Background: an optimization exercise with open tools, aiming at small area. Do not read the settings as production practice.
Function was checked by simulation only, so behaviour that the tests miss may differ from the original.
Power figures rest on the tool's default switching activity, not on a simulated workload.

==> exp/willow <==
## ulpdac_rb
module ulpdac_rb (
    input  wire        clk,
    input  wire        rst,
    input  wire        h_valid,
    input  wire [2:0]  h_op,
    input  wire [15:0] h_addr,
    input  wire [31:0] h_wdata,
    output reg         h_rvalid,
    output reg  [31:0] h_rdata,
    output reg         im_re,
    output reg  [10:0] im_addr,
    input  wire [31:0] im_rdata,
    output reg         hm_re,
    output reg         hm_we,
    output reg  [10:0] hm_addr,
    output reg  [31:0] hm_wdata,
    input  wire [31:0] hm_rdata,
    output reg  [7:0]  dac_out,
    output reg         dac_strobe
);
==> flow/config.mk <==
export PLATFORM = sky130hd
export DESIGN_NAME = ulpdac_rb
export DESIGN_NICKNAME = ulpdac_rb
export VERILOG_FILES = /design/flow/design.v
export SDC_FILE = /design/flow/constraint.sdc
export NUM_CORES = 4
export LEC_CHECK = 0
export CAP_MARGIN = 20
export CORE_MARGIN = 2
export CORE_UTILIZATION = 40
export GPL_TIMING_DRIVEN = 0
export PLACE_DENSITY = 0.6
export SLEW_MARGIN = 20
==> flow/constraint.sdc <==
create_clock -name core_clock -period 12.0 [get_ports {clk}]
set_input_delay 2.4000 -clock core_clock [delete_from_list [all_inputs] [get_ports {clk}]]
set_output_delay 2.4000 -clock core_clock [all_outputs]
set_load 0.01 [all_outputs]
standard.sh (not shown) runs the stock make flow with config.mk's settings and CLKGATE_MAP_FILE= SYNTH_SCRIPT=/design/flow/synth_recipe.tcl, a recipe that flattens the netlist after the stock synthesis.
==> flow/flow/run.sh <==
#!/bin/bash
# The standard layout (standard.sh), with two changes:
#  - synthesis maps the logic with an area-oriented ABC script (flow/abc_area.script)
#    instead of ORFS's speed script; everything else in synthesis is the standard flow's own
#    (synth_recipe.tcl and ORFS's synth.tcl, unchanged);
#  - the port buffers that global placement inserts are sky130_fd_sc_hd__buf_1.
# Each tool's output is in orfs/logs/; make's output in standard.log.
set -euo pipefail
HERE=$(pwd)
awk -v a="$HERE/flow/abc_area.script" '{print} /source .*synth_preamble.tcl/ {print "set abc_args [lreplace $abc_args 1 1 " a "]"}' \
    "$FLOW_HOME/scripts/synth.tcl" > my_synth.tcl
sed "s|source \$::env(SCRIPTS_DIR)/synth.tcl|source $HERE/my_synth.tcl|" synth_recipe.tcl > my_synth_recipe.tcl
grep -q "my_synth.tcl" my_synth_recipe.tcl
sed "s|SYNTH_SCRIPT=[^ ]*|SYNTH_SCRIPT=$HERE/my_synth_recipe.tcl|" standard.sh > my_standard.sh
grep -q "my_synth_recipe.tcl" my_standard.sh
export BUFFER_PORTS_ARGS="-buffer_cell sky130_fd_sc_hd__buf_1"
export SYNTH_INSBUF=0
export CTS_ARGS="-sink_clustering_enable -repair_clock_nets -dont_use_dummy_load -buf_list sky130_fd_sc_hd__clkbuf_8"
bash my_standard.sh > standard.log 2>&1
==> flow/flow/abc_area.script <==
strash
dch -f
amap
strash
dch -f
amap
topo
==> exp/umber: changes against exp/willow <==
--- a/flow/design.v
+++ b/flow/design.v
@@ -28,12 +28,47 @@
     reg  [7:0]  hcell;          
     reg         stp;           
     reg  [6:0]  wcur;
     reg         herr;
     reg  [7:0]  rsp_lo;
     reg         rsp_mem, rsp_hi, rsp_len;
+    function [15:0] add16;
+        input [15:0] a, b;
+        reg c;
+        integer i;
+        begin
+            c = 1'b0;
+            for (i = 0; i < 16; i = i + 1) begin
+                add16[i] = a[i] ^ b[i] ^ c;
+                c = (a[i] & b[i]) | (c & (a[i] ^ b[i]));
+            end
+        end
+    endfunction
+    function ge16;
+        input [15:0] a, b;
+        reg c;
+        integer i;
+        begin
+            c = 1'b1;
+            for (i = 0; i < 16; i = i + 1)
+                c = (a[i] & ~b[i]) | (c & ~(a[i] ^ b[i]));
+            ge16 = c;
+        end
+    endfunction
+    function [16:0] inc17;
+        input [16:0] a;
+        reg c;
+        integer i;
+        begin
+            c = 1'b1;
+            for (i = 0; i < 17; i = i + 1) begin
+                inc17[i] = a[i] ^ c;
+                c = c & a[i];
+            end
+        end
+    endfunction
     wire [31:0] w = im_rdata;
     wire hi1 = &cnt[16:3];
     wire hi0 = ~|cnt[16:3];
     wire c0  = hi1 & (cnt[2:0] == 3'd3);     
     wire c1  = hi1 & (cnt[2:0] == 3'd4);     
     wire c3  = hi1 & (cnt[2:0] == 3'd6);     
@@ -70,13 +105,14 @@
                 2'd2: xsel = c;
                 default: xsel = d;
             endcase
         end
     endfunction
     wire [1:0]  pidx = stp ? w[23:22] : ((w[31] & w[28]) ? w[27:26] : w[21:20]);
-    wire [15:0] vs   = xsel(pidx, x0, x1, x2, x3);
+    wire        vz   = ldm | (~w[31] & w[30] & w[28] & (w[29] | (w[27:24] == 4'd0)));
+    wire [15:0] vs   = vz ? 16'd0 : xsel(pidx, x0, x1, x2, x3);
     wire h0 = |x0[15:8], h1 = |x1[15:8], h2 = |x2[15:8], h3 = |x3[15:8];
     wire g16_0 = h0 | (|x0[7:4]);
     wire g16_1 = h1 | (|x1[7:4]);
     wire g16_2 = h2 | (|x2[7:4]);
     wire g16_3 = h3 | (|x3[7:4]);
     wire g200_0 = h0 | (x0[7] & x0[6] & (|x0[5:3]));
@@ -96,14 +132,14 @@
             2'd0: begin rt_g16 = g16_0; rt_lo = x0[3:0]; end
             2'd1: begin rt_g16 = g16_1; rt_lo = x1[3:0]; end
             2'd2: begin rt_g16 = g16_2; rt_lo = x2[3:0]; end
             default: begin rt_g16 = g16_3; rt_lo = x3[3:0]; end
         endcase
     end
-    wire [15:0] sum = vs + w[15:0];
-    wire        ea_ok = sum < 16'd677;
+    wire [15:0] sum = add16(vs, w[15:0]);
+    wire        ea_ok = ~ge16(sum, 16'd677);
     wire        ea_cur = sum == 16'd64;
     wire        left = ~w[26];     
     wire [3:0]  sh_n = w[29] ? rt_lo : w[3:0];
     wire        sh_z = w[29] ? rt_g16 : (|w[15:4]);
     reg  [15:0] sh_in, sh_out;
     wire [15:0] sh_r = sh_in >> sh_n;
@@ -113,20 +149,19 @@
             sh_in[k]  = left ? vs[15-k] : vs[k];
             sh_out[k] = left ? sh_r[15-k] : sh_r[k];
         end
     end
     reg [15:0] wres;
     always @(*) begin
-        if (ldm | is_movi)         wres = w[15:0];
+        if (ldm | is_movi | is_addi) wres = sum;
         else if (is_ld)            wres = {8'd0, hcell};
-        else if (is_addi)          wres = sum;
         else if (is_andi)          wres = vs & w[15:0];
         else if (sh_z)             wres = 16'd0;
         else                       wres = sh_out;
     end
-    wire fetch_bad = pc >= 16'd677;
+    wire fetch_bad = ge16(pc, 16'd677);
     reg       fault;
     reg [2:0] fcause;
     always @(*) begin
         fault  = 1'b1;
         fcause = 3'd0;
         if (fetch_bad)                             fcause = 3'd2;
@@ -138,35 +173,36 @@
     end
     wire last = ldm ? c7 :
                 is_delay ? cdl :
                 is_wout ? c11 :
                 (is_ld | is_st) ? c7 :
                 is_alu ? c5 : c3;
-    wire bge = vs >= {4'd0, w[11:0]};
-    wire [9:0] pc_inc = pc[9:0] + 10'd1;
+    wire bge = ge16(vs, {4'd0, w[11:0]});
+    wire [16:0] pc_inc17 = inc17({7'd0, pc[9:0]});
+    wire [9:0] pc_inc = pc_inc17[9:0];
     reg [15:0] pc_next;
     always @(*) begin
         if (ldm)                   pc_next = {6'd0, pc_inc};
-        else if (is_jmp)           pc_next = {5'd0, w[10:0]};
-        else if (is_jmpr)          pc_next = vs;
+        else if (is_jmp | is_jmpr) pc_next = sum;
         else if (is_bgei & bge)    pc_next = {5'd0, w[22:12]};
         else                       pc_next = {6'd0, pc_inc};
     end
     wire ahz      = ~|h_addr[15:3];
     wire h_rreg   = h_valid && h_op == 3'd0;
     wire h_wreg   = h_valid && h_op == 3'd1;
     wire h_rmem   = h_valid && h_op == 3'd2;
     wire h_wmem   = h_valid && h_op == 3'd3;
     wire h_mlen   = h_valid && h_op == 3'd4;
     wire h_badop  = h_valid && h_op[2] && h_op[1:0] != 2'd0;
-    wire a_inrgn  = h_addr < 16'd677;
+    wire [16:0] wc1 = inc17({10'd0, wcur});
+    wire a_inrgn  = ~ge16(h_addr, 16'd677);
     wire a_cursor = h_addr == 16'd64;
-    wire a_ring   = h_addr >= 16'd65 && h_addr < 16'd165;
+    wire a_ring   = ge16(h_addr, 16'd65) & ~ge16(h_addr, 16'd165);
     wire dz       = ~|h_wdata[31:8];
-    wire d_lt100  = dz && h_wdata[7:0] < 8'd100;
-    wire d_lt200  = dz && h_wdata[7:0] < 8'd200;
+    wire d_lt100  = dz && ~ge16({8'd0, h_wdata[7:0]}, 16'd100);
+    wire d_lt200  = dz && ~ge16({8'd0, h_wdata[7:0]}, 16'd200);
     wire wr0      = h_wreg && ahz && h_addr[2:0] == 3'd0;
     wire start    = wr0 && h_wdata[0] && !run;
     wire stop     = wr0 && !h_wdata[0];
     wire push     = h_wreg && ahz && h_addr[2:0] == 3'd7;
     wire wr2      = h_wreg && ahz && h_addr[2:0] == 3'd2;
     wire wcur_wr  = wr2 && d_lt100;
@@ -176,16 +212,21 @@
                 | (h_rreg && !(ahz && h_addr[2:0] != 3'd7))
                 | (h_wreg && !(ahz && (h_addr[2:0] <= 3'd2 || h_addr[2:0] == 3'd7)))
                 | (wr2 && !d_lt100)
                 | ((h_rmem | h_wmem) && !a_inrgn)
                 | (h_wmem && !a_ring && run)
                 | (h_wmem && a_cursor && !d_lt200);
-    wire [7:0] cb    = hcell + 8'd28;
+    wire [15:0] cb16 = add16({8'd0, hcell}, 16'd28);
+    wire [7:0] cb    = cb16[7:0];
     wire [7:0] rgray = cb ^ {1'b0, cb[7:1]};
-    wire [7:0] fdiff = {1'b0, hcell[7:1]} - {1'b0, wcur};
-    wire [6:0] hfree = fdiff[7] ? fdiff[6:0] + 7'd100 : fdiff[6:0];
+    wire [15:0] fd16 = add16({9'd0, hcell[7:1]}, ~{9'd0, wcur}) ;
+    wire [16:0] fd17b = inc17({1'b0, fd16});
+    wire [15:0] fd16b = fd17b[15:0];
+    wire [7:0] fdiff = fd16b[7:0];
+    wire [15:0] fp100 = add16({9'd0, fdiff[6:0]}, 16'd100);
+    wire [6:0] hfree = fdiff[7] ? fp100[6:0] : fdiff[6:0];
     wire cz = cause != 3'd0;
     reg [7:0] reg_lo;
     always @(*) begin
         case (h_addr[2:0])
             3'd0: reg_lo = {7'd0, run};
             3'd1: reg_lo = {1'b0, cause, 1'b0, herr, cz, run};
@@ -196,13 +237,13 @@
             default: reg_lo = {1'b0, hfree};
         endcase
     end
     always @(*) begin
         hm_re    = h_rmem && a_inrgn && !a_cursor;
         hm_we    = push || (h_wmem && a_inrgn && !a_cursor && (a_ring || !run));
-        hm_addr  = push ? {3'd0, 8'd65 + {1'b0, wcur}} : {1'b0, h_addr[9:0]};
+        hm_addr  = push ? {3'd0, wc1[6], ~wc1[6], wc1[5:0]} : {1'b0, h_addr[9:0]};
         hm_wdata = {push ? 16'd0 : h_wdata[31:16], h_wdata[15:0]};
     end
     always @(posedge clk) begin
         if (rst) begin
             h_rvalid <= 1'b0;
         end else begin
@@ -242,13 +283,13 @@
         end else begin
             dac_strobe <= do_end && !ldm && is_wout;
             stp        <= do_end && !ldm && is_st;
             if (refuse)        herr <= 1'b1;
             else if (herr_clr) herr <= 1'b0;
             if (wcur_wr)       wcur <= h_wdata[6:0];
-            if (push)          wcur <= (wcur == 7'd99) ? 7'd0 : wcur + 7'd1;
+            if (push)          wcur <= (wcur == 7'd99) ? 7'd0 : wc1[6:0];
             if (cell_wr)       hcell <= h_wdata[7:0];
             if (stp)           hcell <= vs[7:0];
             if (start) begin
                 run   <= 1'b1;
                 pc    <= 16'd0;
                 cause <= 3'd0;
@@ -258,21 +299,23 @@
                 run   <= 1'b0;
                 cause <= fcause;
             end
             if (stop || do_flt || do_end)
                 cnt <= 17'h1FFFB;
             else if (run)
-                cnt <= cnt + 17'd1;
+                cnt <= inc17(cnt);
             if (do_end) begin
                 pc <= pc_next;
                 if (!ldm && is_wout)
                     dac_out <= w[7:0];
             end
         end
     end
     always @(posedge clk) begin
+        if (c0)
+            ldm  <= 1'b0;
         if (c1) begin
             ldm  <= is_ld && !ea_cur;
             ldrd <= w[23:22];
         end
     end
     wire xwe = do_end && (ldm || is_alu || is_ld);
==> flow/flow/run.sh (replaced) <==
#!/bin/bash
# The standard layout (standard.sh), with these changes:
#  - synthesis maps the logic with an area-oriented ABC script (flow/abc_area.script)
#    instead of ORFS's speed script, and leaves adders to ABC (no ADDER_MAP_FILE);
#    everything else in synthesis is the standard flow's own (synth_recipe.tcl, ORFS synth.tcl);
#  - no pass-through buffers in synthesis (the port buffers take their place);
#  - the port buffers that global placement inserts are sky130_fd_sc_hd__buf_1;
#  - CTS without dummy loads, with the clock buffers listed below.
# Each tool's output is in orfs/logs/; make's output in standard.log.
set -euo pipefail
HERE=$(pwd)
awk -v a="$HERE/flow/abc_area.script" '{print} /source .*synth_preamble.tcl/ {print "set abc_args [lreplace $abc_args 1 1 " a "]"}' \
    "$FLOW_HOME/scripts/synth.tcl" > my_synth.tcl
sed "s|source \$::env(SCRIPTS_DIR)/synth.tcl|source $HERE/my_synth.tcl|" synth_recipe.tcl > my_synth_recipe.tcl
grep -q "my_synth.tcl" my_synth_recipe.tcl
sed -e "s|SYNTH_SCRIPT=[^ ]*|SYNTH_SCRIPT=$HERE/my_synth_recipe.tcl ADDER_MAP_FILE= SYNTH_INSBUF=0|" standard.sh > my_standard.sh
grep -q "my_synth_recipe.tcl ADDER_MAP_FILE= " my_standard.sh
export BUFFER_PORTS_ARGS="-buffer_cell sky130_fd_sc_hd__buf_1"
export CTS_ARGS="-sink_clustering_enable -repair_clock_nets -dont_use_dummy_load -buf_list sky130_fd_sc_hd__clkbuf_8"
bash my_standard.sh > standard.log 2>&1
==> flow/flow/abc_area.script (replaced) <==
strash
&get -n
&deepsyn -T 120
&put
dch -f
amap
strash
dch -f
amap
strash
dch -f
amap
strash
dch -f
amap
topo
==> flow/config.mk (replaced) <==
export PLATFORM = sky130hd
export DESIGN_NAME = ulpdac_rb
export DESIGN_NICKNAME = ulpdac_rb
export VERILOG_FILES = /design/flow/design.v
export SDC_FILE = /design/flow/constraint.sdc
export NUM_CORES = 4
export LEC_CHECK = 0
export CAP_MARGIN = 20
export CORE_MARGIN = 2
export CORE_UTILIZATION = 50
export GPL_TIMING_DRIVEN = 0
export PLACE_DENSITY = 0.7
export SLEW_MARGIN = 20
==> exp/sierra: changes against exp/willow <==
--- a/flow/design.v
+++ b/flow/design.v
@@ -28,12 +28,47 @@
     reg  [7:0]  hcell;          
     reg         stp;           
     reg  [6:0]  wcur;
     reg         herr;
     reg  [7:0]  rsp_lo;
     reg         rsp_mem, rsp_hi, rsp_len;
+    function [15:0] add16;
+        input [15:0] a, b;
+        reg c;
+        integer i;
+        begin
+            c = 1'b0;
+            for (i = 0; i < 16; i = i + 1) begin
+                add16[i] = a[i] ^ b[i] ^ c;
+                c = (a[i] & b[i]) | (c & (a[i] ^ b[i]));
+            end
+        end
+    endfunction
+    function ge16;
+        input [15:0] a, b;
+        reg c;
+        integer i;
+        begin
+            c = 1'b1;
+            for (i = 0; i < 16; i = i + 1)
+                c = (a[i] & ~b[i]) | (c & ~(a[i] ^ b[i]));
+            ge16 = c;
+        end
+    endfunction
+    function [16:0] inc17;
+        input [16:0] a;
+        reg c;
+        integer i;
+        begin
+            c = 1'b1;
+            for (i = 0; i < 17; i = i + 1) begin
+                inc17[i] = a[i] ^ c;
+                c = c & a[i];
+            end
+        end
+    endfunction
     wire [31:0] w = im_rdata;
     wire hi1 = &cnt[16:3];
     wire hi0 = ~|cnt[16:3];
     wire c0  = hi1 & (cnt[2:0] == 3'd3);     
     wire c1  = hi1 & (cnt[2:0] == 3'd4);     
     wire c3  = hi1 & (cnt[2:0] == 3'd6);     
@@ -70,13 +105,14 @@
                 2'd2: xsel = c;
                 default: xsel = d;
             endcase
         end
     endfunction
     wire [1:0]  pidx = stp ? w[23:22] : ((w[31] & w[28]) ? w[27:26] : w[21:20]);
-    wire [15:0] vs   = xsel(pidx, x0, x1, x2, x3);
+    wire        vz   = ldm | (~w[31] & w[30] & w[28] & (w[29] | (w[27:24] == 4'd0)));
+    wire [15:0] vs   = vz ? 16'd0 : xsel(pidx, x0, x1, x2, x3);
     wire h0 = |x0[15:8], h1 = |x1[15:8], h2 = |x2[15:8], h3 = |x3[15:8];
     wire g16_0 = h0 | (|x0[7:4]);
     wire g16_1 = h1 | (|x1[7:4]);
     wire g16_2 = h2 | (|x2[7:4]);
     wire g16_3 = h3 | (|x3[7:4]);
     wire g200_0 = h0 | (x0[7] & x0[6] & (|x0[5:3]));
@@ -96,14 +132,14 @@
             2'd0: begin rt_g16 = g16_0; rt_lo = x0[3:0]; end
             2'd1: begin rt_g16 = g16_1; rt_lo = x1[3:0]; end
             2'd2: begin rt_g16 = g16_2; rt_lo = x2[3:0]; end
             default: begin rt_g16 = g16_3; rt_lo = x3[3:0]; end
         endcase
     end
-    wire [15:0] sum = vs + w[15:0];
-    wire        ea_ok = sum < 16'd677;
+    wire [15:0] sum = add16(vs, w[15:0]);
+    wire        ea_ok = ~ge16(sum, 16'd677);
     wire        ea_cur = sum == 16'd64;
     wire        left = ~w[26];     
     wire [3:0]  sh_n = w[29] ? rt_lo : w[3:0];
     wire        sh_z = w[29] ? rt_g16 : (|w[15:4]);
     reg  [15:0] sh_in, sh_out;
     wire [15:0] sh_r = sh_in >> sh_n;
@@ -113,20 +149,19 @@
             sh_in[k]  = left ? vs[15-k] : vs[k];
             sh_out[k] = left ? sh_r[15-k] : sh_r[k];
         end
     end
     reg [15:0] wres;
     always @(*) begin
-        if (ldm | is_movi)         wres = w[15:0];
+        if (ldm | is_movi | is_addi) wres = sum;
         else if (is_ld)            wres = {8'd0, hcell};
-        else if (is_addi)          wres = sum;
         else if (is_andi)          wres = vs & w[15:0];
         else if (sh_z)             wres = 16'd0;
         else                       wres = sh_out;
     end
-    wire fetch_bad = pc >= 16'd677;
+    wire fetch_bad = ge16(pc, 16'd677);
     reg       fault;
     reg [2:0] fcause;
     always @(*) begin
         fault  = 1'b1;
         fcause = 3'd0;
         if (fetch_bad)                             fcause = 3'd2;
@@ -138,35 +173,36 @@
     end
     wire last = ldm ? c7 :
                 is_delay ? cdl :
                 is_wout ? c11 :
                 (is_ld | is_st) ? c7 :
                 is_alu ? c5 : c3;
-    wire bge = vs >= {4'd0, w[11:0]};
-    wire [9:0] pc_inc = pc[9:0] + 10'd1;
+    wire bge = ge16(vs, {4'd0, w[11:0]});
+    wire [16:0] pc_inc17 = inc17({7'd0, pc[9:0]});
+    wire [9:0] pc_inc = pc_inc17[9:0];
     reg [15:0] pc_next;
     always @(*) begin
         if (ldm)                   pc_next = {6'd0, pc_inc};
-        else if (is_jmp)           pc_next = {5'd0, w[10:0]};
-        else if (is_jmpr)          pc_next = vs;
+        else if (is_jmp | is_jmpr) pc_next = sum;
         else if (is_bgei & bge)    pc_next = {5'd0, w[22:12]};
         else                       pc_next = {6'd0, pc_inc};
     end
     wire ahz      = ~|h_addr[15:3];
     wire h_rreg   = h_valid && h_op == 3'd0;
     wire h_wreg   = h_valid && h_op == 3'd1;
     wire h_rmem   = h_valid && h_op == 3'd2;
     wire h_wmem   = h_valid && h_op == 3'd3;
     wire h_mlen   = h_valid && h_op == 3'd4;
     wire h_badop  = h_valid && h_op[2] && h_op[1:0] != 2'd0;
-    wire a_inrgn  = h_addr < 16'd677;
+    wire [16:0] wc1 = inc17({10'd0, wcur});
+    wire a_inrgn  = ~ge16(h_addr, 16'd677);
     wire a_cursor = h_addr == 16'd64;
-    wire a_ring   = h_addr >= 16'd65 && h_addr < 16'd165;
+    wire a_ring   = ge16(h_addr, 16'd65) & ~ge16(h_addr, 16'd165);
     wire dz       = ~|h_wdata[31:8];
-    wire d_lt100  = dz && h_wdata[7:0] < 8'd100;
-    wire d_lt200  = dz && h_wdata[7:0] < 8'd200;
+    wire d_lt100  = dz && ~ge16({8'd0, h_wdata[7:0]}, 16'd100);
+    wire d_lt200  = dz && ~ge16({8'd0, h_wdata[7:0]}, 16'd200);
     wire wr0      = h_wreg && ahz && h_addr[2:0] == 3'd0;
     wire start    = wr0 && h_wdata[0] && !run;
     wire stop     = wr0 && !h_wdata[0];
     wire push     = h_wreg && ahz && h_addr[2:0] == 3'd7;
     wire wr2      = h_wreg && ahz && h_addr[2:0] == 3'd2;
     wire wcur_wr  = wr2 && d_lt100;
@@ -176,16 +212,21 @@
                 | (h_rreg && !(ahz && h_addr[2:0] != 3'd7))
                 | (h_wreg && !(ahz && (h_addr[2:0] <= 3'd2 || h_addr[2:0] == 3'd7)))
                 | (wr2 && !d_lt100)
                 | ((h_rmem | h_wmem) && !a_inrgn)
                 | (h_wmem && !a_ring && run)
                 | (h_wmem && a_cursor && !d_lt200);
-    wire [7:0] cb    = hcell + 8'd28;
+    wire [15:0] cb16 = add16({8'd0, hcell}, 16'd28);
+    wire [7:0] cb    = cb16[7:0];
     wire [7:0] rgray = cb ^ {1'b0, cb[7:1]};
-    wire [7:0] fdiff = {1'b0, hcell[7:1]} - {1'b0, wcur};
-    wire [6:0] hfree = fdiff[7] ? fdiff[6:0] + 7'd100 : fdiff[6:0];
+    wire [15:0] fd16 = add16({9'd0, hcell[7:1]}, ~{9'd0, wcur}) ;
+    wire [16:0] fd17b = inc17({1'b0, fd16});
+    wire [15:0] fd16b = fd17b[15:0];
+    wire [7:0] fdiff = fd16b[7:0];
+    wire [15:0] fp100 = add16({9'd0, fdiff[6:0]}, 16'd100);
+    wire [6:0] hfree = fdiff[7] ? fp100[6:0] : fdiff[6:0];
     wire cz = cause != 3'd0;
     reg [7:0] reg_lo;
     always @(*) begin
         case (h_addr[2:0])
             3'd0: reg_lo = {7'd0, run};
             3'd1: reg_lo = {1'b0, cause, 1'b0, herr, cz, run};
@@ -196,13 +237,13 @@
             default: reg_lo = {1'b0, hfree};
         endcase
     end
     always @(*) begin
         hm_re    = h_rmem && a_inrgn && !a_cursor;
         hm_we    = push || (h_wmem && a_inrgn && !a_cursor && (a_ring || !run));
-        hm_addr  = push ? {3'd0, 8'd65 + {1'b0, wcur}} : {1'b0, h_addr[9:0]};
+        hm_addr  = push ? {3'd0, wc1[6], ~wc1[6], wc1[5:0]} : {1'b0, h_addr[9:0]};
         hm_wdata = {push ? 16'd0 : h_wdata[31:16], h_wdata[15:0]};
     end
     always @(posedge clk) begin
         if (rst) begin
             h_rvalid <= 1'b0;
         end else begin
@@ -242,13 +283,13 @@
         end else begin
             dac_strobe <= do_end && !ldm && is_wout;
             stp        <= do_end && !ldm && is_st;
             if (refuse)        herr <= 1'b1;
             else if (herr_clr) herr <= 1'b0;
             if (wcur_wr)       wcur <= h_wdata[6:0];
-            if (push)          wcur <= (wcur == 7'd99) ? 7'd0 : wcur + 7'd1;
+            if (push)          wcur <= (wcur == 7'd99) ? 7'd0 : wc1[6:0];
             if (cell_wr)       hcell <= h_wdata[7:0];
             if (stp)           hcell <= vs[7:0];
             if (start) begin
                 run   <= 1'b1;
                 pc    <= 16'd0;
                 cause <= 3'd0;
@@ -258,21 +299,23 @@
                 run   <= 1'b0;
                 cause <= fcause;
             end
             if (stop || do_flt || do_end)
                 cnt <= 17'h1FFFB;
             else if (run)
-                cnt <= cnt + 17'd1;
+                cnt <= inc17(cnt);
             if (do_end) begin
                 pc <= pc_next;
                 if (!ldm && is_wout)
                     dac_out <= w[7:0];
             end
         end
     end
     always @(posedge clk) begin
+        if (c0)
+            ldm  <= 1'b0;
         if (c1) begin
             ldm  <= is_ld && !ea_cur;
             ldrd <= w[23:22];
         end
     end
     wire xwe = do_end && (ldm || is_alu || is_ld);
==> flow/flow/run.sh (replaced) <==
#!/bin/bash
# The standard layout (standard.sh), with these changes:
#  - synthesis maps the logic with an area-oriented ABC script (flow/abc_area.script)
#    instead of ORFS's speed script, and leaves adders to ABC (no ADDER_MAP_FILE);
#    everything else in synthesis is the standard flow's own (synth_recipe.tcl, ORFS synth.tcl);
#  - no pass-through buffers in synthesis (the port buffers take their place);
#  - the port buffers that global placement inserts are sky130_fd_sc_hd__buf_1;
#  - CTS without dummy loads, with the clock buffers listed below.
# Each tool's output is in orfs/logs/; make's output in standard.log.
set -euo pipefail
HERE=$(pwd)
awk -v a="$HERE/flow/abc_area.script" '{print} /source .*synth_preamble.tcl/ {print "set abc_args [lreplace $abc_args 1 1 " a "]"}' \
    "$FLOW_HOME/scripts/synth.tcl" > my_synth.tcl
sed "s|source \$::env(SCRIPTS_DIR)/synth.tcl|source $HERE/my_synth.tcl|" synth_recipe.tcl > my_synth_recipe.tcl
grep -q "my_synth.tcl" my_synth_recipe.tcl
sed -e "s|SYNTH_SCRIPT=[^ ]*|SYNTH_SCRIPT=$HERE/my_synth_recipe.tcl ADDER_MAP_FILE= SYNTH_INSBUF=0|" standard.sh > my_standard.sh
grep -q "my_synth_recipe.tcl ADDER_MAP_FILE= " my_standard.sh
export BUFFER_PORTS_ARGS="-buffer_cell sky130_fd_sc_hd__buf_1"
export CTS_ARGS="-sink_clustering_enable -repair_clock_nets -dont_use_dummy_load -buf_list sky130_fd_sc_hd__clkbuf_8 -sink_clustering_size 20 -sink_clustering_max_diameter 200"
bash my_standard.sh > standard.log 2>&1
==> run summary <==
* Sequential fraction of the synthesis area at 32.7%
* Wire length of the first global-routing pass at 68,400 um
* Overall Power at 1.10 mW
* Maximum number of pins on one net before global-route repair at 38
* R2r worst-path depth at 30
* Clock transition at the registers of the reported paths at 0.05 ns
* R2R setup slack at 4.19 ns
* Final estimated routing congestion in global placement at 1.01
* Layout filler cell count at 2,667
* Non-clock buffers, area share at 7.92%
* Adder and majority gate portion of the synthesized area at 6.43%
* Buffers & Inverters on Critical Path at 8
* Met1 track demand over resource in global routing at 41.3%
* Seq power at 507 uW
* Initial DRC Count at 1,121
* Fraction of layout cells with a size suffix above 1 at 4.46%
* Multi-input gate area in the final layout at 6600 um^2
* Status: finished clean
[end of results for exp/willow]
==> run summary <==
* Status: finished clean
* Adder and majority gate portion of the synthesized area at 0%
* Register bank with the most flops: cnt
* Overall Power at 1.09 mW
* Wire length of the first global-routing pass at 59,700 um
* Final estimated routing congestion in global placement at 0.979
* Hold Path Stages at 2
* Layout filler cell count at 2,507
* Maximum number of pins on one net before global-route repair at 37
* Non-clock buffers, area share at 8.74%
* Initial DRC Count at 1,210
* Multi-input gate area in the final layout at 5940 um^2
* Sequential fraction of the synthesis area at 35.6%
* Seq power at 509 uW
* Commonest non-fill, non-tap cells in the layout: 218 x nor2_1, 211 x buf_1, 158 x clkinv_1
* R2R setup slack at 2.73 ns
* Clock transition at the registers of the reported paths at 0.08 ns
* R2r worst-path depth at 39
[end of results for exp/sierra]
==> run summary <==
* Clock transition at the registers of the reported paths at 0.06 ns
* Final estimated routing congestion in global placement at 1.01
* Overall Power at 1.08 mW
* Maximum number of pins on one net before global-route repair at 26
* Non-clock buffers, area share at 8.64%
* Fraction of layout cells with a size suffix above 1 at 5.44%
* R2r worst-path depth at 47
* Layout filler cell count at 1,787
* Sequential fraction of the synthesis area at 37.1%
* Status: finished clean
* R2R setup slack at 4.07 ns
[end of results for exp/umber]

## afterwards: timing with drivers on the ports
No port has a modelled driver above. Below, the same layouts with a new extraction and two added sets of constraints.
Step 1 (the two cells are an assumption about what drives the block):
set clk [get_ports {clk}]
set_driving_cell -lib_cell sky130_fd_sc_hd__clkbuf_16 $clk
set_driving_cell -lib_cell sky130_fd_sc_hd__buf_2 [delete_from_list [all_inputs] $clk]
Step 2 times the ports against the registers' clock, not the clock port: input delays grow and output delays shrink by t, the midpoint of the rising clock arrivals with the driver on.
Three values: ideal, step 1, step 2; two values: the first two.
run | shift t [ns] | setup slack, ns | hold slack, ns
exp/willow | 0.495 | 0.316 / 0.289 / 0.289 | 0.464 / 0.464 / 0.464
exp/umber | 0.508 | 0.417 / 0.380 / 0.380 | 0.491 / 0.491 / 0.491
exp/sierra | 0.490 | 0.580 / 0.550 / 0.550 | 0.487 / 0.487 / 0.487
After both steps setup and hold are still met in every run listed. The setup slack of exp/umber, which loses most, moves by -0.037 ns with the drivers and by -0.037 ns with both steps.
